This is an optimization exercise on Yosys and OpenROAD, whose aim is small area, not a production implementation.
Power figures rest on the tool's default switching activity, not on a simulated workload.

## core16
module core16 (
    input  wire        clk,
    input  wire        rst,           
    input  wire [15:0] load_addr,     
    input  wire [15:0] init_pc,       
    output wire        mem_req,
    output wire        mem_we,
    output wire [15:0] mem_addr,
    output wire [7:0]  mem_wdata,
    input  wire        mem_ack,
    input  wire [15:0] mem_rdata,
    output wire        disp_valid,
    output wire [15:0] disp_data,
    output wire        halted,
    output wire        faulted,
    output wire [1:0]  fault_code,
    output wire [16:0] fault_info,
    output wire [15:0] ac_out,
    output reg  [31:0] hits,
    output reg  [31:0] misses
);
    localparam [3:0] OP_START = 4'h0, OP_LOAD = 4'h1, OP_LOADM = 4'h2,
                     OP_STORE = 4'h3, OP_CMPM = 4'h4, OP_CJMP  = 4'h5,
                     OP_JMP   = 4'h6, OP_ADD  = 4'h7, OP_ADDM  = 4'h8,
                     OP_SUB   = 4'h9, OP_SUBM = 4'hA, OP_MUL   = 4'hB,
                     OP_MULM  = 4'hC, OP_DISP = 4'hD, OP_HALT  = 4'hE,
                     OP_BAD   = 4'hF;
    localparam [2:0] S_LOOK  = 3'd0,    
                     S_XFER  = 3'd1,    
                     S_EX    = 3'd2,    
                     S_MUL   = 3'd3,    
                     S_EA    = 3'd4,    
                     S_HALT  = 3'd5,
                     S_FLTA  = 3'd6,    
                     S_FLTI  = 3'd7;    
    localparam [1:0] P_F0 = 2'd0, P_F1 = 2'd1, P_D0 = 2'd2, P_D1 = 2'd3;
    reg [2:0]  st;
    reg [1:0]  ph;
    reg [3:0]  cnt;
    reg [3:0]  rp;         
    reg        mm;
    reg [16:0] adr;
    reg [16:0] pc;
    reg [15:0] ac;
    reg [15:0] x;
    reg [3:0]  op;
    reg        flag;
    reg        hp, mp;     
    reg        rot, rph;   
    reg        clr;        
  ...
For scale: roughly 720 cells after synthesis, roughly 200 I/O pins, roughly 9400 um^2 of cells after synthesis.
==> flow/config.mk <==
export PLATFORM = sky130hd
export DESIGN_NAME = core16
export DESIGN_NICKNAME = core16
export VERILOG_FILES = /design/flow/design.v
export SDC_FILE = /design/flow/constraint.sdc
export NUM_CORES = 4
export LEC_CHECK = 0
export CAP_MARGIN = 20
export CORE_MARGIN = 2
export CORE_UTILIZATION = 55
export SLEW_MARGIN = 20
==> flow/constraint.sdc <==
create_clock -name core_clock -period 9.0 [get_ports {clk}]
set_input_delay 1.8000 -clock core_clock [delete_from_list [all_inputs] [get_ports {clk}]]
set_output_delay 1.8000 -clock core_clock [all_outputs]
set_load 0.01 [all_outputs]
standard.sh (not shown) runs the stock make flow with config.mk's settings and CLKGATE_MAP_FILE= SYNTH_SCRIPT=/design/flow/synth_recipe.tcl, a recipe that flattens the netlist after the stock synthesis.
==> flow/flow/run.sh <==
#!/bin/bash
# Standard ORFS layout with: an area-oriented ABC script in the standard
# synthesis, smaller port buffers and a leaner clock tree.
set -euo pipefail
export FLOW_WORK=$PWD
export AREA_ABC_SCRIPT=$PWD/flow/abc_area.script
export BUFFER_PORTS_ARGS="-buffer_cell sky130_fd_sc_hd__buf_1"
export CTS_ARGS="-sink_clustering_enable -repair_clock_nets -buf_list sky130_fd_sc_hd__clkbuf_4 -sink_clustering_size 8 -sink_clustering_max_diameter 40 -dont_use_dummy_load"
sed "s#SYNTH_SCRIPT=[^ ]*#SYNTH_SCRIPT=$PWD/flow/synth_wrap.tcl#" standard.sh > own.sh
grep -q "synth_wrap.tcl" own.sh
bash own.sh > standard.log 2>&1
==> flow/flow/abc_area.script <==
&get -n
&st
&deepsyn -J 100 -T 0
&dch -f
&nf -a -R 1000 -p
&put
topo
stime -c
==> flow/flow/synth_wrap.tcl <==
# The standard synthesis (synth_recipe.tcl), with its ABC mapping script
# swapped for an area-oriented one. Registers are mapped before ABC runs,
# so they are the same as the standard synthesis's.
proc abc {args} {
  set i [lsearch -exact $args -script]
  if {$i >= 0} {
    set args [lreplace $args [expr {$i + 1}] [expr {$i + 1}] $::env(AREA_ABC_SCRIPT)]
  }
  yosys abc {*}$args
}
source $::env(FLOW_WORK)/synth_recipe.tcl
Change:
--- a/flow/design.v
+++ b/flow/design.v
@@ -69,52 +69,49 @@
     wire        lbit  = lbits[idx];
     wire        diff  = abit ^ lbit;
     wire        oob   = adr[16];
     wire        hold  = clr || rot;    
     wire        look  = (st == S_LOOK) && !oob && !hold;
     wire        lend  = look && (cnt == 4'd12);
     wire        hit   = !mm && !diff;
     wire imm     = (ph == P_F1);
     wire is_mem  = (op == OP_LOADM) || (op == OP_STORE) || (op == OP_CMPM) ||
                    (op == OP_ADDM)  || (op == OP_SUBM)  || (op == OP_MULM);
     wire do_ea   = imm && (is_mem || (op == OP_JMP) || ((op == OP_CJMP) && flag));
-    wire op_ld   = (op == OP_LOAD) || (op == OP_LOADM) || (op == OP_BAD);
-    wire op_sub  = (op == OP_SUB) || (op == OP_SUBM);
-    wire op_cmp  = (op == OP_CMPM);
-    wire op_alu  = (op == OP_ADD) || (op == OP_ADDM) || op_sub || op_cmp;
+    wire [3:0] nop    = ph[1] ? op : rbyte[7:4];
+    wire       n_imm  = !ph[1];
+    wire       n_mem  = (nop == OP_LOADM) || (nop == OP_STORE) || (nop == OP_CMPM) ||
+                        (nop == OP_ADDM)  || (nop == OP_SUBM)  || (nop == OP_MULM);
+    wire       n_ea   = n_imm && (n_mem || (nop == OP_JMP) || ((nop == OP_CJMP) && flag));
+    wire       n_ld   = (nop == OP_LOAD) || (nop == OP_LOADM) || (nop == OP_BAD);
+    wire       n_sub  = (nop == OP_SUB) || (nop == OP_SUBM);
+    wire       n_cmp  = (nop == OP_CMPM);
+    wire       n_alu  = (nop == OP_ADD) || (nop == OP_ADDM) || n_sub || n_cmp;
+    wire [3:0] n_ctl  = n_ea ? 4'b0111 :
+                        {n_sub || n_cmp, n_alu || n_ld, n_alu, 1'b0};
+    wire       n_cin  = !n_ea && n_sub;
     reg  [1:0]  asel;      
     reg         bgate;     
     reg         binv;      
     reg         cin;
     always @* begin
         asel = 2'd0; bgate = 1'b0; binv = 1'b0; cin = 1'b0;
         case (st)
             S_XFER: begin asel = 2'd1; cin = 1'b1; end
             S_MUL:  begin asel = 2'd1; bgate = ac[0]; end
             S_EA:   begin asel = 2'd1; bgate = 1'b1; end
-            S_EX: begin
-                if (do_ea) begin
-                    asel = 2'd3; bgate = 1'b1;
-                end else begin
-                    asel  = {op_alu, 1'b0};
-                    bgate = op_alu || op_ld;
-                    binv  = op_sub || op_cmp;
-                    cin   = op_sub;
-                end
-            end
+            S_EX:   begin asel = cnt[1:0]; bgate = cnt[2]; binv = cnt[3]; cin = mm; end
             default: ;
         endcase
     end
-    wire        mask = imm && (op != OP_BAD);
-    wire [15:0] xm   = {x[15:12] & {4{!mask}}, x[11:0]};
-    wire [15:0] bb   = (xm & {16{bgate}}) ^ {16{binv}};
+    wire [15:0] bb   = (x & {16{bgate}}) ^ {16{binv}};
     reg  [16:0] aa;
     always @* begin
         case (asel)
             2'd1: aa = adr;
             2'd2: aa = {1'b0, ac};
             2'd3: aa = {1'b0, load_addr};
             default: aa = 17'd0;
         endcase
     end
     wire [16:0] y;
     wire [16:0] ycar;
@@ -190,70 +187,76 @@
         end
     endgenerate
     always @(posedge clk)
         if (rst || rp == 4'd12) rp <= 4'd0;
         else                    rp <= rp + 4'd1;
     always @(posedge clk) begin
         if (rst) begin
             st     <= S_LOOK;
             ph     <= P_F0;
             cnt    <= 4'd0;
             adr    <= {1'b0, init_pc};
-            ac     <= 16'd0;
             flag   <= 1'b0;
         end else begin
             case (st)
-                S_LOOK: if (!hold) begin
+                S_LOOK: if (hold) begin
+                    if (clr) ac <= y[15:0];     
+                end else begin
                     if (oob) begin
                         st <= S_FLTA;
                     end else begin
                         mm       <= (cnt != 4'd0) && mm || diff;
                         cnt      <= cnt + 4'd1;
                         if (cnt == 4'd12) begin
                             cnt <= 4'd0;
                             st  <= S_XFER;
                         end
                     end
                 end
                 S_XFER: begin
                     if (mem_ack) begin
                         case (ph)
                             P_F0: begin
                                 x[7:0] <= rbyte;
                                 adr    <= y;
                                 ph     <= P_F1;
                                 st     <= S_LOOK;
                             end
                             P_F1: begin
-                                x[15:8] <= rbyte;
+                                x[15:8] <= {rbyte[7:4] & {4{&rbyte[7:4]}}, rbyte[3:0]};
                                 op      <= rbyte[7:4];
                                 adr     <= y;
                                 pc      <= y;
+                                cnt     <= n_ctl;
+                                mm      <= n_cin;
                                 st      <= S_EX;
                             end
                             P_D0: begin
                                 x[7:0] <= rbyte;
                                 adr    <= y;
                                 ph     <= P_D1;
                                 st     <= S_LOOK;
                             end
                             default: begin
                                 x[15:8] <= rbyte;
+                                cnt     <= n_ctl;
+                                mm      <= n_cin;
                                 st      <= S_EX;
                             end
                         endcase
                     end
                 end
                 S_EX: begin
-                    st <= S_LOOK;
-                    ph <= P_F0;
+                    st  <= S_LOOK;
+                    ph  <= P_F0;
+                    cnt <= 4'd0;
                     if (ph == P_D1) adr <= pc;
                     if (do_ea) begin
                         adr <= y;           
                         st  <= S_EA;
                         ph  <= ph;
                     end else begin
                         case (op)
                             OP_LOAD, OP_LOADM, OP_ADD, OP_ADDM, OP_SUB, OP_SUBM:
                                 ac <= y[15:0];
                             OP_CMPM: flag <= gt;
                             OP_MUL, OP_MULM: begin
First-iteration DRC count shrinks by 20%.
Sequential share of layout area grows by 1.3 points.
Combinational power shrinks by 89%.
Power shrinks by 30%.
Wire length grows by 6.3%.
Via count grows by 2.5%.
Global-route usage grows by 1.1 points.
Fmax barely changes.
Synthesized area grows by 1.9%.
Setup slack is worse by 0.018 ns.
Cell count grows by 3.0%.
Function was not checked in any run of this note: the RTL went through the layout flow alone.

separate check: timing with driven ports:
Ports are ideal in the flow. The routed layouts listed here were re-timed in OpenROAD. Step 1 sets driving cells, clkbuf_16 on the clock port and buf_2 on the other inputs (assumed; they add their load-dependent delay and slew). Step 2, shift: input delay + t, output delay - t, t = (earliest + latest rising clock arrival at the registers) / 2. This alone moves slack from input paths to output paths. Slacks: ideal / step 1 / step 2; pairs: ideal / step 1.
run | t (ns) | slack for setup (ns) | slew at the worst register clock pin (ns) | worst data-port slew with drivers (ns)
the first run | 0.635 | 0.242 / 0.242 / 0.118 | 0.09 / 0.09 | 0.04
the second run | 0.639 | 0.224 / 0.243 / -0.397 | 0.09 / 0.09 | 0.06
Met with ideal ports but missed after step 2: setup timing in the second run. For the second run, which loses most, drivers alone change the setup slack by +0.019 ns; drivers and shift together by -0.621 ns.
